This design comes from an exercise in tuning for small area, a short achievable clock period and few clock cycles on the open sky130 flow, not from production work. The RTL was checked by simulation tests, not by an equivalence proof against the original design. The clock input has no modelled driver; a real chip could not lean on it and would need a root buffer or a full tree. No activity file was given, so power comes from the tool's default toggle rates.

Setup of try-harbor:
Design frame_decoder, start of the top module:
module frame_decoder (
    input  wire       clk,
    input  wire       rst,
    input  wire       rx_valid,
    input  wire [7:0] rx_data,
    output wire       rx_ready,
    output reg        fr_valid,
    output reg        fr_sof,
    output reg        fr_eof,
    output reg  [7:0] fr_data,
    output reg        err_valid,
    output reg  [1:0] err_code,
    output wire [7:0] err_info
);
Size: about 1,100 flip-flops, about 34 I/O pins, ~26,000 um^2 of cells after synthesis.
Settings: LEC_CHECK=0, ABC_AREA=1, CAP_MARGIN=20, CORE_MARGIN=2, CORE_UTILIZATION=60, SETUP_SLACK_MARGIN=4.4, SLEW_MARGIN=20, TNS_END_PERCENT=5; clock period 6.0 ns.
standard.sh (not shown) runs the stock make flow with config.mk's settings and CLKGATE_MAP_FILE= SYNTH_SCRIPT=/design/flow/synth_recipe.tcl, a recipe that flattens the netlist after the stock synthesis.
==> flow/flow/run.sh <==
#!/bin/bash
# The standard layout, except for the clock tree: flow/pre_cts.tcl builds
# a two-level tree (clock port -> 4 root buffers -> 44 leaf buffers ->
# flip-flops) before the CTS step, in place of TritonCTS's three levels.
# The rest of the CTS step (legalisation, timing repair) runs as usual.
# Port buffers are buf_2 instead of the default delay-cell buffers.
set -euo pipefail
here=$(pwd)
export PRE_CTS_TCL="$here/flow/pre_cts.tcl"
export BUFFER_PORTS_ARGS="-buffer_cell sky130_fd_sc_hd__buf_2"
bash standard.sh > "$here/standard.log" 2>&1
==> flow/flow/pre_cts.tcl <==
# Runs in ORFS's CTS step, before clock_tree_synthesis. Builds a balanced
# two-level clock tree by hand and turns the clock_tree_synthesis call of the
# step into a no-op, so the step's legalisation and repair act on this tree.
# The flip-flop clock pins are split into equal clusters by recursive
# bisection of their locations; one leaf buffer per cluster sits at its
# centroid, and the leaves are split the same way among the root buffers,
# which the clock port drives directly.
set mt_nleaf 44
set mt_nroot 4
set mt_master sky130_fd_sc_hd__clkbuf_16

proc mt_split {pts k} {
  if {$k <= 1} { return [list $pts] }
  set xs [lmap p $pts {lindex $p 0}]
  set ys [lmap p $pts {lindex $p 1}]
  set dx [expr {[tcl::mathfunc::max {*}$xs] - [tcl::mathfunc::min {*}$xs]}]
  set dy [expr {[tcl::mathfunc::max {*}$ys] - [tcl::mathfunc::min {*}$ys]}]
  set idx [expr {$dx >= $dy ? 0 : 1}]
  set s [lsort -real -index $idx $pts]
  set k1 [expr {$k / 2}]
  set k2 [expr {$k - $k1}]
  set n1 [expr {int(round(double([llength $s]) * $k1 / $k))}]
  return [concat [mt_split [lrange $s 0 [expr {$n1 - 1}]] $k1] \
                 [mt_split [lrange $s $n1 end] $k2]]
}

proc mt_centroid {pts} {
  set sx 0.0
  set sy 0.0
  foreach p $pts {
    set sx [expr {$sx + [lindex $p 0]}]
    set sy [expr {$sy + [lindex $p 1]}]
  }
  set n [llength $pts]
  return [list [expr {int($sx / $n)}] [expr {int($sy / $n)}]]
}

proc mt_buffer {block m name xy net_in net_out} {
  set inst [odb::dbInst_create $block $m $name]
  $inst setLocation [lindex $xy 0] [lindex $xy 1]
  $inst setPlacementStatus PLACED
  [$inst findITerm A] connect $net_in
  [$inst findITerm X] connect $net_out
  [$inst findITerm VPWR] connect [$block findNet VDD]
  [$inst findITerm VGND] connect [$block findNet VSS]
  return $inst
}

proc mt_build {clkname nleaf nroot master} {
  set db [ord::get_db]
  set block [ord::get_db_block]
  set m [$db findMaster $master]
  set clk [$block findNet $clkname]
  set pts {}
  foreach it [$clk getITerms] {
    set bb [[$it getInst] getBBox]
    lappend pts [list [expr {([$bb xMin] + [$bb xMax]) / 2}] \
                      [expr {([$bb yMin] + [$bb yMax]) / 2}] $it]
  }
  puts "pre_cts: [llength $pts] clock sinks, $nleaf leaf buffers, $nroot root buffers"
  set leaves {}
  set i 0
  foreach c [mt_split $pts $nleaf] {
    set net [odb::dbNet_create $block "clknet_leaf_$i"]
    $net setSigType CLOCK
    foreach p $c {
      set it [lindex $p 2]
      $it disconnect
      $it connect $net
    }
    set xy [mt_centroid $c]
    lappend leaves [list [lindex $xy 0] [lindex $xy 1] $net $i]
    incr i
  }
  set j 0
  foreach g [mt_split $leaves $nroot] {
    set rnet [odb::dbNet_create $block "clknet_root_$j"]
    $rnet setSigType CLOCK
    foreach p $g {
      mt_buffer $block $m "clkbuf_leaf_[lindex $p 3]" [lrange $p 0 1] $rnet [lindex $p 2]
    }
    mt_buffer $block $m "clkbuf_root_$j" [mt_centroid $g] $clk $rnet
    incr j
  }
}

mt_build clk $mt_nleaf $mt_nroot $mt_master

rename clock_tree_synthesis tritoncts_clock_tree_synthesis
proc clock_tree_synthesis {args} {
  puts "pre_cts: clock tree already built; clock_tree_synthesis $args skipped"
  set_propagated_clock [all_clocks]
}
try-harbor: no failed stages, no open violations at the end
Testbench counts of try-harbor, summed over its fixed seeds: cycles 25,007.
> inputs changed (try-harbor -> try-pepper)
diff --git a/flow/flow/run.sh b/flow/flow/run.sh
--- a/flow/flow/run.sh
+++ b/flow/flow/run.sh
@@ -1,5 +1,5 @@
 #!/bin/bash
 # The standard layout, except for the clock tree: flow/pre_cts.tcl builds
-# a two-level tree (clock port -> 4 root buffers -> 44 leaf buffers ->
+# a two-level tree (clock port -> 4 root buffers -> 40 leaf buffers ->
 # flip-flops) before the CTS step, in place of TritonCTS's three levels.
 # The rest of the CTS step (legalisation, timing repair) runs as usual.
diff --git a/flow/flow/pre_cts.tcl b/flow/flow/pre_cts.tcl
--- a/flow/flow/pre_cts.tcl
+++ b/flow/flow/pre_cts.tcl
@@ -6,5 +6,5 @@
 # centroid, and the leaves are split the same way among the root buffers,
 # which the clock port drives directly.
-set mt_nleaf 44
+set mt_nleaf 40
 set mt_nroot 4
 set mt_master sky130_fd_sc_hd__clkbuf_16
diff --git a/flow/config.mk b/flow/config.mk
--- a/flow/config.mk
+++ b/flow/config.mk
@@ -10,5 +10,5 @@
 export CORE_MARGIN = 2
 export CORE_UTILIZATION = 60
-export SETUP_SLACK_MARGIN = 4.4
+export SETUP_SLACK_MARGIN = 4.1
 export SLEW_MARGIN = 20
 export TNS_END_PERCENT = 5
Findings:
Cmp try-harbor and try-pepper / routing usage on met1 / higher: try-harbor
Having completed the whole flow, try-pepper delivered a layout that passed the timing, design-rule and antenna checks.
Looking at final area across both flows, try-pepper is the stronger of the two, with try-harbor trailing.
As far as number of filler instances in the final layout is concerned, try-pepper and try-harbor perform about the same.
Wire length of the first global-routing pass, try-pepper vs try-harbor: down slightly
met2 routing resource usage after global routing of try-pepper is on par with try-harbor.
Reported for try-harbor and try-pepper, post-placement cell count turned out identical to the last digit.
In try-pepper, the highest achievable clock rate came out about 0.37% below the value in try-harbor.
Delta (try-pepper minus try-harbor): final period demand of the worst path higher; core utilization went down 0.59 points; first-iteration DRC count went up 5.7%; worst setup slack decreased 0.0078 ns.
Modified inputs, try-indigo compared to try-pepper
==> flow/flow/run.sh <==
#!/bin/bash
# The standard layout, except for the clock tree: flow/pre_cts.tcl builds
# a two-level tree (clock port -> 4 root buffers -> 44 leaf buffers ->
# flip-flops) before the CTS step, in place of TritonCTS's three levels.
# The rest of the CTS step (legalisation, timing repair) runs as usual.
set -euo pipefail
here=$(pwd)
export PRE_CTS_TCL="$here/flow/pre_cts.tcl"
bash standard.sh > "$here/standard.log" 2>&1
diff --git a/flow/flow/pre_cts.tcl b/flow/flow/pre_cts.tcl
--- a/flow/flow/pre_cts.tcl
+++ b/flow/flow/pre_cts.tcl
@@ -6,5 +6,5 @@
 # centroid, and the leaves are split the same way among the root buffers,
 # which the clock port drives directly.
-set mt_nleaf 40
+set mt_nleaf 44
 set mt_nroot 4
 set mt_master sky130_fd_sc_hd__clkbuf_16
diff --git a/flow/config.mk b/flow/config.mk
--- a/flow/config.mk
+++ b/flow/config.mk
@@ -9,6 +9,5 @@
 export CAP_MARGIN = 20
 export CORE_MARGIN = 2
-export CORE_UTILIZATION = 60
-export SETUP_SLACK_MARGIN = 4.1
+export CORE_UTILIZATION = 66
+export SETUP_SLACK_MARGIN = 4.0
 export SLEW_MARGIN = 20
-export TNS_END_PERCENT = 5
Findings:
In summary, try-indigo completed successfully, with a layout that passed the timing, design-rule and antenna checks. Sort try-indigo and try-pepper by buffer count from post-CTS setup fixing, ascending, and try-pepper comes first. The setup slack on try-indigo is in line with that on try-pepper. On try-indigo: global-route usage over all layers is 2.8 points higher than what try-pepper gave. Compared try-indigo against try-pepper; reg-to-reg setup timing slack within noise. try-indigo vs try-pepper — maximum number of pins on one net before global-route repair dropped 3.
In every run of this note, the design's own scripts or RTL, not TritonCTS, make the clock network.

========
Another version of the RTL of frame_decoder (not shown whole).
Size in the first run: about 1700 cells after synthesis, about 1100 flip-flops, ~34 I/O pins, roughly 26000 um2 of cells after synthesis.
Design frame_decoder, start of the top module:
module frame_decoder (
    input  wire       clk,
    input  wire       rst,
    input  wire       rx_valid,
    input  wire [7:0] rx_data,
    output wire       rx_ready,
    output reg        fr_valid,
    output reg        fr_sof,
    output reg        fr_eof,
    output reg  [7:0] fr_data,
    output reg        err_valid,
    output reg  [1:0] err_code,
    output wire [7:0] err_info
);
    localparam BUF_CAP = 128;           
    localparam N       = BUF_CAP + 2;   
    localparam VD      = 6;             
    reg  [8*N-1:0] ring;
    wire [7:0]     rdat = ring[8*N-1 -: 8];    
    function [7:0] lf_fwd;
        input [7:0] s;
        lf_fwd = {s[6:0], s[7] ^ s[5] ^ s[4] ^ s[3]};
    endfunction
    function [7:0] lf_back;
        input [7:0] s;
        lf_back = {s[0] ^ s[6] ^ s[5] ^ s[4], s[7:1]};
    endfunction
    function [7:0] lf_steps;    
        input [7:0] s;
        input integer k;
        integer i;
        begin
            lf_steps = s;
            for (i = 0; i < k; i = i + 1) lf_steps = lf_fwd(lf_steps);
            for (i = 0; i < -k; i = i + 1) lf_steps = lf_back(lf_steps);
        end
    endfunction
    localparam [7:0] LZ    = 8'h01;                  
    localparam [7:0] LONE  = lf_steps(LZ, 1);        
  ...
clock: 6.0 ns
lec_check: 0
abc_area: 1
cap_margin: 20
core_margin: 2
core_utilization: 60
setup_slack_margin: 4.1
slew_margin: 20
tns_end_percent: 15
==> flow/flow/run.sh <==
#!/bin/bash
# The standard layout, except for the clock tree: flow/pre_cts.tcl builds
# a two-level tree (clock port -> 4 root buffers -> 44 leaf buffers ->
# flip-flops) before the CTS step, in place of TritonCTS's three levels.
# The rest of the CTS step (legalisation, timing repair) runs as usual.
# Port buffers are buf_2 instead of the default delay-cell buffers.
set -euo pipefail
here=$(pwd)
export PRE_CTS_TCL="$here/flow/pre_cts.tcl"
export BUFFER_PORTS_ARGS="-buffer_cell sky130_fd_sc_hd__buf_2"
bash standard.sh > "$here/standard.log" 2>&1
==> flow/flow/pre_cts.tcl <==
# Runs in ORFS's CTS step, before clock_tree_synthesis. Builds a balanced
# two-level clock tree by hand and turns the clock_tree_synthesis call of the
# step into a no-op, so the step's legalisation and repair act on this tree.
# The flip-flop clock pins are split into equal clusters by recursive
# bisection of their locations; one leaf buffer per cluster sits at its
# centroid, and the leaves are split the same way among the root buffers,
# which the clock port drives directly.
set mt_nleaf 44
set mt_nroot 4
set mt_master sky130_fd_sc_hd__clkbuf_16

proc mt_split {pts k} {
  if {$k <= 1} { return [list $pts] }
  set xs [lmap p $pts {lindex $p 0}]
  set ys [lmap p $pts {lindex $p 1}]
  set dx [expr {[tcl::mathfunc::max {*}$xs] - [tcl::mathfunc::min {*}$xs]}]
  set dy [expr {[tcl::mathfunc::max {*}$ys] - [tcl::mathfunc::min {*}$ys]}]
  set idx [expr {$dx >= $dy ? 0 : 1}]
  set s [lsort -real -index $idx $pts]
  set k1 [expr {$k / 2}]
  set k2 [expr {$k - $k1}]
  set n1 [expr {int(round(double([llength $s]) * $k1 / $k))}]
  return [concat [mt_split [lrange $s 0 [expr {$n1 - 1}]] $k1] \
                 [mt_split [lrange $s $n1 end] $k2]]
}

proc mt_centroid {pts} {
  set sx 0.0
  set sy 0.0
  foreach p $pts {
    set sx [expr {$sx + [lindex $p 0]}]
    set sy [expr {$sy + [lindex $p 1]}]
  }
  set n [llength $pts]
  return [list [expr {int($sx / $n)}] [expr {int($sy / $n)}]]
}

proc mt_buffer {block m name xy net_in net_out} {
  set inst [odb::dbInst_create $block $m $name]
  $inst setLocation [lindex $xy 0] [lindex $xy 1]
  $inst setPlacementStatus PLACED
  [$inst findITerm A] connect $net_in
  [$inst findITerm X] connect $net_out
  [$inst findITerm VPWR] connect [$block findNet VDD]
  [$inst findITerm VGND] connect [$block findNet VSS]
  return $inst
}

proc mt_build {clkname nleaf nroot master} {
  set db [ord::get_db]
  set block [ord::get_db_block]
  set m [$db findMaster $master]
  set clk [$block findNet $clkname]
  set pts {}
  foreach it [$clk getITerms] {
    set bb [[$it getInst] getBBox]
    lappend pts [list [expr {([$bb xMin] + [$bb xMax]) / 2}] \
                      [expr {([$bb yMin] + [$bb yMax]) / 2}] $it]
  }
  puts "pre_cts: [llength $pts] clock sinks, $nleaf leaf buffers, $nroot root buffers"
  set leaves {}
  set i 0
  foreach c [mt_split $pts $nleaf] {
    set net [odb::dbNet_create $block "clknet_leaf_$i"]
    $net setSigType CLOCK
    foreach p $c {
      set it [lindex $p 2]
      $it disconnect
      $it connect $net
    }
    set xy [mt_centroid $c]
    lappend leaves [list [lindex $xy 0] [lindex $xy 1] $net $i]
    incr i
  }
  set j 0
  foreach g [mt_split $leaves $nroot] {
    set rnet [odb::dbNet_create $block "clknet_root_$j"]
    $rnet setSigType CLOCK
    foreach p $g {
      mt_buffer $block $m "clkbuf_leaf_[lindex $p 3]" [lrange $p 0 1] $rnet [lindex $p 2]
    }
    mt_buffer $block $m "clkbuf_root_$j" [mt_centroid $g] $clk $rnet
    incr j
  }
}

mt_build clk $mt_nleaf $mt_nroot $mt_master

rename clock_tree_synthesis tritoncts_clock_tree_synthesis
proc clock_tree_synthesis {args} {
  puts "pre_cts: clock tree already built; clock_tree_synthesis $args skipped"
  set_propagated_clock [all_clocks]
}
Testbench counts at the start, summed over its fixed seeds: cycles 25,007.
Then changed:
--- a/flow/flow/run.sh
+++ b/flow/flow/run.sh
@@ -2,4 +2,5 @@
 # The standard layout, except for the clock tree: flow/pre_cts.tcl builds
-# a two-level tree (clock port -> 4 root buffers -> 44 leaf buffers ->
-# flip-flops) before the CTS step, in place of TritonCTS's three levels.
+# a two-level tree of inverters (clock port -> 4 root inverters -> 38 leaf
+# inverters -> flip-flops) before the CTS step, in place of TritonCTS's three
+# levels of buffers.
 # The rest of the CTS step (legalisation, timing repair) runs as usual.
--- a/flow/flow/pre_cts.tcl
+++ b/flow/flow/pre_cts.tcl
@@ -1,11 +1,13 @@
 # Runs in ORFS's CTS step, before clock_tree_synthesis. Builds a balanced
-# two-level clock tree by hand and turns the clock_tree_synthesis call of the
+# two-level clock tree of inverters by hand (two inversions, so every
+# flip-flop sees the clock's own polarity) and turns the clock_tree_synthesis call of the
 # step into a no-op, so the step's legalisation and repair act on this tree.
 # The flip-flop clock pins are split into equal clusters by recursive
-# bisection of their locations; one leaf buffer per cluster sits at its
-# centroid, and the leaves are split the same way among the root buffers,
+# bisection of their locations; one leaf inverter per cluster sits at its
+# centroid, and the leaves are split the same way among the root inverters,
 # which the clock port drives directly.
-set mt_nleaf 44
+set mt_nleaf 38
 set mt_nroot 4
-set mt_master sky130_fd_sc_hd__clkbuf_16
+set mt_root_master sky130_fd_sc_hd__clkinv_16
+set mt_leaf_master sky130_fd_sc_hd__clkinv_8
 
@@ -37,3 +39,3 @@
 
-proc mt_buffer {block m name xy net_in net_out} {
+proc mt_inverter {block m name xy net_in net_out} {
   set inst [odb::dbInst_create $block $m $name]
@@ -42,3 +44,3 @@
   [$inst findITerm A] connect $net_in
-  [$inst findITerm X] connect $net_out
+  [$inst findITerm Y] connect $net_out
   [$inst findITerm VPWR] connect [$block findNet VDD]
@@ -48,6 +50,7 @@
 
-proc mt_build {clkname nleaf nroot master} {
+proc mt_build {clkname nleaf nroot rmaster lmaster} {
   set db [ord::get_db]
   set block [ord::get_db_block]
-  set m [$db findMaster $master]
+  set rm [$db findMaster $rmaster]
+  set lm [$db findMaster $lmaster]
   set clk [$block findNet $clkname]
@@ -59,3 +62,3 @@
   }
-  puts "pre_cts: [llength $pts] clock sinks, $nleaf leaf buffers, $nroot root buffers"
+  puts "pre_cts: [llength $pts] clock sinks, $nleaf leaf inverters, $nroot root inverters"
   set leaves {}
@@ -79,5 +82,5 @@
     foreach p $g {
-      mt_buffer $block $m "clkbuf_leaf_[lindex $p 3]" [lrange $p 0 1] $rnet [lindex $p 2]
+      mt_inverter $block $lm "clkinv_leaf_[lindex $p 3]" [lrange $p 0 1] $rnet [lindex $p 2]
     }
-    mt_buffer $block $m "clkbuf_root_$j" [mt_centroid $g] $clk $rnet
+    mt_inverter $block $rm "clkinv_root_$j" [mt_centroid $g] $clk $rnet
     incr j
@@ -86,3 +89,3 @@
 
-mt_build clk $mt_nleaf $mt_nroot $mt_master
+mt_build clk $mt_nleaf $mt_nroot $mt_root_master $mt_leaf_master
 
@@ -93 +96,8 @@
 }
+
+# The step next clones each clock-tree inverter for every flip-flop it
+# drives, which would undo the tree; the tree needs none of that.
+rename repair_clock_inverters orfs_repair_clock_inverters
+proc repair_clock_inverters {args} {
+  puts "pre_cts: repair_clock_inverters skipped"
+}
TNS_END_PERCENT = 5   (was 15)
Effect: The new run completed with no timing, DRC or antenna violations. Combinational power rose by a few percent. Worst setup slack improves by 0.075 ns. Power fell by a little under a tenth. Cell count is about the same. Worst hold slack degrades by 0.020 ns. Utilization fell by 0.95 points. Sequential power is about the same.
Then changed:
--- a/flow/flow/run.sh
+++ b/flow/flow/run.sh
@@ -2,5 +2,4 @@
 # The standard layout, except for the clock tree: flow/pre_cts.tcl builds
-# a two-level tree of inverters (clock port -> 4 root inverters -> 38 leaf
-# inverters -> flip-flops) before the CTS step, in place of TritonCTS's three
-# levels of buffers.
+# a two-level tree (clock port -> 4 root buffers -> 44 leaf buffers ->
+# flip-flops) before the CTS step, in place of TritonCTS's three levels.
 # The rest of the CTS step (legalisation, timing repair) runs as usual.
--- a/flow/flow/pre_cts.tcl
+++ b/flow/flow/pre_cts.tcl
@@ -1,13 +1,11 @@
 # Runs in ORFS's CTS step, before clock_tree_synthesis. Builds a balanced
-# two-level clock tree of inverters by hand (two inversions, so every
-# flip-flop sees the clock's own polarity) and turns the clock_tree_synthesis call of the
+# two-level clock tree by hand and turns the clock_tree_synthesis call of the
 # step into a no-op, so the step's legalisation and repair act on this tree.
 # The flip-flop clock pins are split into equal clusters by recursive
-# bisection of their locations; one leaf inverter per cluster sits at its
-# centroid, and the leaves are split the same way among the root inverters,
+# bisection of their locations; one leaf buffer per cluster sits at its
+# centroid, and the leaves are split the same way among the root buffers,
 # which the clock port drives directly.
-set mt_nleaf 38
+set mt_nleaf 44
 set mt_nroot 4
-set mt_root_master sky130_fd_sc_hd__clkinv_16
-set mt_leaf_master sky130_fd_sc_hd__clkinv_8
+set mt_master sky130_fd_sc_hd__clkbuf_16
 
@@ -39,3 +37,3 @@
 
-proc mt_inverter {block m name xy net_in net_out} {
+proc mt_buffer {block m name xy net_in net_out} {
   set inst [odb::dbInst_create $block $m $name]
@@ -44,3 +42,3 @@
   [$inst findITerm A] connect $net_in
-  [$inst findITerm Y] connect $net_out
+  [$inst findITerm X] connect $net_out
   [$inst findITerm VPWR] connect [$block findNet VDD]
@@ -50,7 +48,6 @@
 
-proc mt_build {clkname nleaf nroot rmaster lmaster} {
+proc mt_build {clkname nleaf nroot master} {
   set db [ord::get_db]
   set block [ord::get_db_block]
-  set rm [$db findMaster $rmaster]
-  set lm [$db findMaster $lmaster]
+  set m [$db findMaster $master]
   set clk [$block findNet $clkname]
@@ -62,3 +59,3 @@
   }
-  puts "pre_cts: [llength $pts] clock sinks, $nleaf leaf inverters, $nroot root inverters"
+  puts "pre_cts: [llength $pts] clock sinks, $nleaf leaf buffers, $nroot root buffers"
   set leaves {}
@@ -82,5 +79,5 @@
     foreach p $g {
-      mt_inverter $block $lm "clkinv_leaf_[lindex $p 3]" [lrange $p 0 1] $rnet [lindex $p 2]
+      mt_buffer $block $m "clkbuf_leaf_[lindex $p 3]" [lrange $p 0 1] $rnet [lindex $p 2]
     }
-    mt_inverter $block $rm "clkinv_root_$j" [mt_centroid $g] $clk $rnet
+    mt_buffer $block $m "clkbuf_root_$j" [mt_centroid $g] $clk $rnet
     incr j
@@ -89,3 +86,3 @@
 
-mt_build clk $mt_nleaf $mt_nroot $mt_root_master $mt_leaf_master
+mt_build clk $mt_nleaf $mt_nroot $mt_master
 
@@ -96,8 +93 @@
 }
-
-# The step next clones each clock-tree inverter for every flip-flop it
-# drives, which would undo the tree; the tree needs none of that.
-rename repair_clock_inverters orfs_repair_clock_inverters
-proc repair_clock_inverters {args} {
-  puts "pre_cts: repair_clock_inverters skipped"
-}
SETUP_SLACK_MARGIN = 4.2   (was 4.1)
Result: Flip-flop and latch count stays the same; wire length grows slightly; design area grows slightly; die area stays the same; first-iteration DRC count came out lower slightly; cell count rose slightly; total power is higher by a little under a tenth; critical path depth falls by 6; sequential share of layout area decreases by 1.3 points; via count is about the same; clock skew shrinks by 0.0039 ns.
No run of this note takes its clock network from TritonCTS; it comes from the design's own scripts or RTL.

[re-timing with driven ports]
In the flow no input, the clock included, has a driving cell. The finished layouts below were timed again as built, in two steps. Step 1 assumes that a clkbuf_16 drives the clock port and a buf_2 every other input. Step 2 times the ports against the registers' clock, not the clock port: input delays grow and output delays shrink by t, the midpoint of the rising clock arrivals with the driver on. Three values: no drivers, after step 1, after step 2; two values: the first two.
run | shift t [ns] | slack for setup (ns) | worst setup path after step 2
try-harbor | 0.522 | 3.897 / 3.781 / 3.478 | input to register
try-pepper | 0.523 | 3.889 / 3.771 / 3.485 | input to register
try-indigo | 0.518 | 3.890 / 3.774 / 3.447 | input to register
the first run of note 2 | 0.524 | 3.874 / 3.756 / 3.471 | input to register
the second run of note 2 | 0.514 | 3.950 / 3.768 / 3.620 | input to register
the third run of note 2 | 0.524 | 3.873 / 3.755 / 3.464 | input to register
After both steps every run listed still meets setup and hold. The setup slack of try-indigo, which loses most, moves by -0.116 ns with the drivers and by -0.443 ns with both steps.
